Context: an optimization exercise on an open-source flow, tuned for small area. The choices shown serve that exercise and are no tape-out recipe. At most, simulation tests tie the RTL to the original design; equivalence was not proved. Power figures rest on the tool's default switching activity, not on a simulated workload.

## JK
==> module rlc_decoder, before the edit <==
module rlc_decoder (
    input  wire        clk,
    input  wire        rst,           
    input  wire        arm,
    input  wire [5:0]  cfg_dw,        
    input  wire [4:0]  cfg_c,         
    input  wire [15:0] cfg_limit,     
    input  wire [6:0]  cfg_ratio,     
    output wire        idle,
    input  wire        rx_valid,
    input  wire [7:0]  rx_data,
    output wire        rx_ready,
    output wire        out_valid,
    input  wire        out_ready,
    output wire [31:0] out_data,
    output wire        out_pre,
    output wire        done,
    output wire        done_err,
    output wire [31:0] total_samples,
    output wire [31:0] delay_value
);
    localparam S_IDLE  = 3'd0;
    localparam S_MUL   = 3'd1;
    localparam S_SHIFT = 3'd2;
    localparam S_DROP  = 3'd3;
    localparam S_OUT   = 3'd4;
    localparam S_DONE  = 3'd6;
    localparam S_ERR   = 3'd7;
    reg  [2:0]  state;
    reg  [2:0]  k;           
    reg  [4:0]  c;           
    reg  [1:0]  d1;          
    reg         drop;        
    reg  [15:0] a;           
    reg  [22:0] e;           
    reg  [47:0] x;           
    reg  [31:0] total_r;
    reg  [31:0] delay_r;
    wire cfg_ok = (cfg_dw != 6'd0) && (cfg_dw <= 6'd32) && (cfg_c <= 5'd16) &&
                  (cfg_limit != 16'd0) && (cfg_ratio <= 7'd100);
    wire [5:0] dwm1 = cfg_dw - 6'd1;
    wire [3:0] drop_sum = {1'b0, dwm1[2:0]} + {1'b0, cfg_c[2:0]};
    wire [2:0]  clo = c[2:0];
    wire [15:0] rr  = {rx_data, rx_data} >> clo;
    wire [7:0]  r   = rr[7:0];                           
    wire [7:0]  lm  = 8'hFF >> clo;                      
    wire        k_neg     = k[2];
    wire        is_byte   = k_neg | (k[1:0] <= d1);
    wire        last_byte = !k_neg && (k[1:0] == d1);
    wire        last_step = (k == 3'd3);
    wire [7:0]  hm  = ~lm & {8{rx_ready}};
    wire [7:0]  m   = (r & hm) | (x[47:40] & ~hm);
    wire [15:0] th;
    genvar gi;
    generate
        for (gi = 0; gi < 16; gi = gi + 1) begin : g_th
            assign th[gi] = ({1'b0, c} + 6'd1 + gi) > 6'd16;    
        end
    endgenerate
    wire [15:0] code   = x[15:0] & th;
    wire [15:0] below;   
    assign below[0] = 1'b1;
    generate
        for (gi = 1; gi < 16; gi = gi + 1) begin : g_bl
            assign below[gi] = below[gi-1] & !code[gi-1];
        end
    endgenerate
    wire        last_rep = !(|code);
    wire [15:0] code_dec = code ^ (th & below);
    wire        pre   = (e >= 23'd100);
    wire        mul   = (state == S_MUL);
    wire        take  = rx_valid && rx_ready;
    wire        fire  = out_valid && out_ready;
    wire        s_end = fire && last_rep;                
    wire        a_dn  = (mul && (k == 3'd0)) || s_end;
    wire [15:0] a_nx  = a - {15'd0, a_dn};
    wire [22:0] add_a = mul ? {e[21:0], 1'b0} : e;
    wire [22:0] add_b = mul ? (e[22] ? {7'd0, a} : 23'd0)
                            : ((s_end && pre) ? 23'h7FFF9C : 23'd0);
    wire [22:0] add_s = add_a + add_b;
    wire [31:0] tot_nx = idle ? 32'd0 : (total_r + {31'd0, fire});
    assign idle          = (state == S_IDLE);
    assign rx_ready      = (state == S_DROP) || ((state == S_SHIFT) && is_byte);
    assign out_valid     = (state == S_OUT);
    assign out_data      = x[47:16];
    assign out_pre       = pre;
    assign done          = (state == S_DONE) || (state == S_ERR);
    assign done_err      = (state == S_ERR);
    assign total_samples = total_r;
    assign delay_value   = delay_r;
    always @(posedge clk) begin
        if (rst) begin
            state <= S_IDLE;
        end else begin
            case (state)
                S_IDLE: if (arm) state <= cfg_ok ? S_MUL : S_ERR;
                S_MUL:  if (k == 3'd7) state <= S_SHIFT;
                S_SHIFT: begin
                    if (!is_byte || rx_valid) begin
                        if (last_byte && drop)
                            state <= S_DROP;
                        else if (last_step)
                            state <= S_OUT;
                    end
                end
                S_DROP: if (rx_valid) state <= (d1 == 2'd3) ? S_OUT : S_SHIFT;
                S_OUT: begin
                    if (out_ready && last_rep)
                        state <= (a == 16'd0) ? S_DONE : S_SHIFT;
                end
                default: state <= S_IDLE;
            endcase
        end
    end
    always @(posedge clk) begin
        a       <= idle ? cfg_limit : a_nx;
        e       <= idle ? {1'b0, cfg_ratio, 15'd0} : add_s;
        total_r <= tot_nx;
        if (idle || (fire && pre))
            delay_r <= tot_nx;
        if (idle) begin
            c    <= cfg_c;
            d1   <= dwm1[4:3];
            drop <= drop_sum[3];
        end
        case (state)
            S_IDLE: k <= 3'd0;
            S_MUL:  k <= (k == 3'd7) ? {1'b0, 2'd0} - {1'b0, c[4:3]} : k + 3'd1;
            S_SHIFT: begin
                if (!is_byte || rx_valid) begin
                    x <= {r & lm & {8{is_byte}}, m, x[39:8]};
                    k <= k + 3'd1;
                end
            end
            S_DROP: begin
                if (rx_valid)
                    x[47:40] <= m;
            end
            S_OUT: begin
                if (out_ready) begin
                    if (last_rep)
                        k <= {1'b0, 2'd0} - {1'b0, c[4:3]};
                    else
                        x[15:0] <= code_dec;
                end
            end
            default: ;
        endcase
    end
endmodule
Settings: LEC_CHECK=0, CAP_MARGIN=20, CORE_MARGIN=2, CORE_UTILIZATION=40, SLEW_MARGIN=20; clock period 8.0 ns.
run.sh (not shown) runs the stock make flow with config.mk's settings and CLKGATE_MAP_FILE= SYNTH_SCRIPT=/design/flow/synth_recipe.tcl, a recipe that flattens the netlist after the stock synthesis.
#### Input delta (MS over JK)
-- flow/design.v --
<<< JK, line 69
    wire [15:0] code_dec = code ^ (th & below);
    wire        pre   = (e >= 23'd100);
    wire        mul   = (state == S_MUL);
    wire        take  = rx_valid && rx_ready;
    wire        fire  = out_valid && out_ready;
    wire        s_end = fire && last_rep;                
    wire        a_dn  = (mul && (k == 3'd0)) || s_end;
    wire [15:0] a_nx  = a - {15'd0, a_dn};
    wire [22:0] add_a = mul ? {e[21:0], 1'b0} : e;
    wire [22:0] add_b = mul ? (e[22] ? {7'd0, a} : 23'd0)
                            : ((s_end && pre) ? 23'h7FFF9C : 23'd0);
    wire [22:0] add_s = add_a + add_b;
    wire [31:0] tot_nx = idle ? 32'd0 : (total_r + {31'd0, fire});
    assign idle          = (state == S_IDLE);
    assign rx_ready      = (state == S_DROP) || ((state == S_SHIFT) && is_byte);
>>> MS, line 69
    wire [15:0] code_dec = code ^ (th & below);
    wire        pre   = (e >= 23'd100);
    wire [15:0] a_dec = a - 16'd1;
    wire        mul   = (state == S_MUL);
    wire [22:0] add_a = mul ? {e[21:0], 1'b0} : e;
    wire [22:0] add_b = mul ? (e[22] ? {7'd0, a_dec} : 23'd0) : 23'h7FFF9C;
    wire [22:0] add_s = add_a + add_b;
    wire take  = rx_valid && rx_ready;
    wire fire  = out_valid && out_ready;
    wire [31:0] tot_inc = total_r + 32'd1;
    assign idle          = (state == S_IDLE);
    assign rx_ready      = (state == S_DROP) || ((state == S_SHIFT) && is_byte);
<<< JK, line 95
            case (state)
                S_IDLE: if (arm) state <= cfg_ok ? S_MUL : S_ERR;
                S_MUL:  if (k == 3'd7) state <= S_SHIFT;
                S_SHIFT: begin
                    if (!is_byte || rx_valid) begin
>>> MS, line 92
            case (state)
                S_IDLE: if (arm) state <= cfg_ok ? S_MUL : S_ERR;
                S_MUL:  if (k == 3'd6) state <= S_SHIFT;
                S_SHIFT: begin
                    if (!is_byte || rx_valid) begin
<<< JK, line 107
                S_OUT: begin
                    if (out_ready && last_rep)
                        state <= (a == 16'd0) ? S_DONE : S_SHIFT;
                end
                default: state <= S_IDLE;
>>> MS, line 104
                S_OUT: begin
                    if (out_ready && last_rep)
                        state <= (a == 16'd1) ? S_DONE : S_SHIFT;
                end
                default: state <= S_IDLE;
<<< JK, line 114
    end
    always @(posedge clk) begin
        a       <= idle ? cfg_limit : a_nx;
        e       <= idle ? {1'b0, cfg_ratio, 15'd0} : add_s;
        total_r <= tot_nx;
        if (idle || (fire && pre))
            delay_r <= tot_nx;
        if (idle) begin
            c    <= cfg_c;
            d1   <= dwm1[4:3];
            drop <= drop_sum[3];
        end
        case (state)
            S_IDLE: k <= 3'd0;
            S_MUL:  k <= (k == 3'd7) ? {1'b0, 2'd0} - {1'b0, c[4:3]} : k + 3'd1;
            S_SHIFT: begin
                if (!is_byte || rx_valid) begin
>>> MS, line 111
    end
    always @(posedge clk) begin
        case (state)
            S_IDLE: begin
                if (arm) begin
                    c       <= cfg_c;
                    d1      <= dwm1[4:3];
                    drop    <= drop_sum[3];
                    a       <= cfg_limit;
                    e       <= {cfg_ratio, 16'd0};
                    k       <= 3'd0;
                    total_r <= 32'd0;
                    delay_r <= 32'd0;
                end
            end
            S_MUL: begin
                e <= add_s;
                k <= (k == 3'd6) ? {1'b0, 2'd0} - {1'b0, c[4:3]} : k + 3'd1;
            end
            S_SHIFT: begin
                if (!is_byte || rx_valid) begin
<<< JK, line 139
            S_OUT: begin
                if (out_ready) begin
                    if (last_rep)
                        k <= {1'b0, 2'd0} - {1'b0, c[4:3]};
                    else
                        x[15:0] <= code_dec;
                end
            end
>>> MS, line 140
            S_OUT: begin
                if (out_ready) begin
                    total_r <= tot_inc;
                    if (pre)
                        delay_r <= tot_inc;
                    if (last_rep) begin
                        a <= a_dec;
                        if (pre)
                            e <= add_s;
                        k <= {1'b0, 2'd0} - {1'b0, c[4:3]};
                    end else begin
                        x[15:0] <= code_dec;
                    end
                end
            end
## What came out
Post-placement cell area is lower on JK. Between MS and JK, area of the mapped netlist is higher for MS, JK comes in under that. Compared with JK, MS ends up with a larger final cell area. MS vs JK: post-synthesis cell type count up slightly. Cmp MS and JK / transition at the pin with the smallest max-transition slack / higher: MS. Per the comparison of MS with JK, via count of the first global-routing pass rose by 412, switching power rose by 440 µW. Sequential share of layout area was lower in the run labelled JK. Maximum number of pins on one net before global-route repair ended up 3.4% lower on MS than on JK. Compared with JK, filler-free cell count of the finished design in MS increased by a few percent. Power for MS is higher than for JK. MS vs JK on depth of the worst register-to-register path: MS is the lower one. Looking at portion of the clock cycle consumed by the worst path in the final layout, MS sits 16 points lower than JK does.
Function not checked in JK: the RTL went through the layout flow alone.

-- re-timing with driven ports --
Ports are ideal in the flow. The routed layouts listed here were re-timed in OpenROAD. Step 1 (the two cells are an assumption about what drives the block):
set clk [get_ports {clk}]
set_driving_cell -lib_cell sky130_fd_sc_hd__clkbuf_16 $clk
set_driving_cell -lib_cell sky130_fd_sc_hd__buf_2 [delete_from_list [all_inputs] $clk]
Step 2 times the ports against the registers' clock, not the clock port: input delays grow and output delays shrink by t, the midpoint of the rising clock arrivals with the driver on. a / b / c = no drivers / after step 1 / after step 2; a / b = the first two.
run | shift t [ns] | slack for setup (ns) | worst setup path at the end | pins driven straight from the clock port
JK | 0.482 | 1.335 / 1.335 / 1.335 | register to register | 1
MS | 0.470 | 2.646 / 2.646 / 2.646 | register to register | 1
After both steps setup and hold are still met in every run listed.
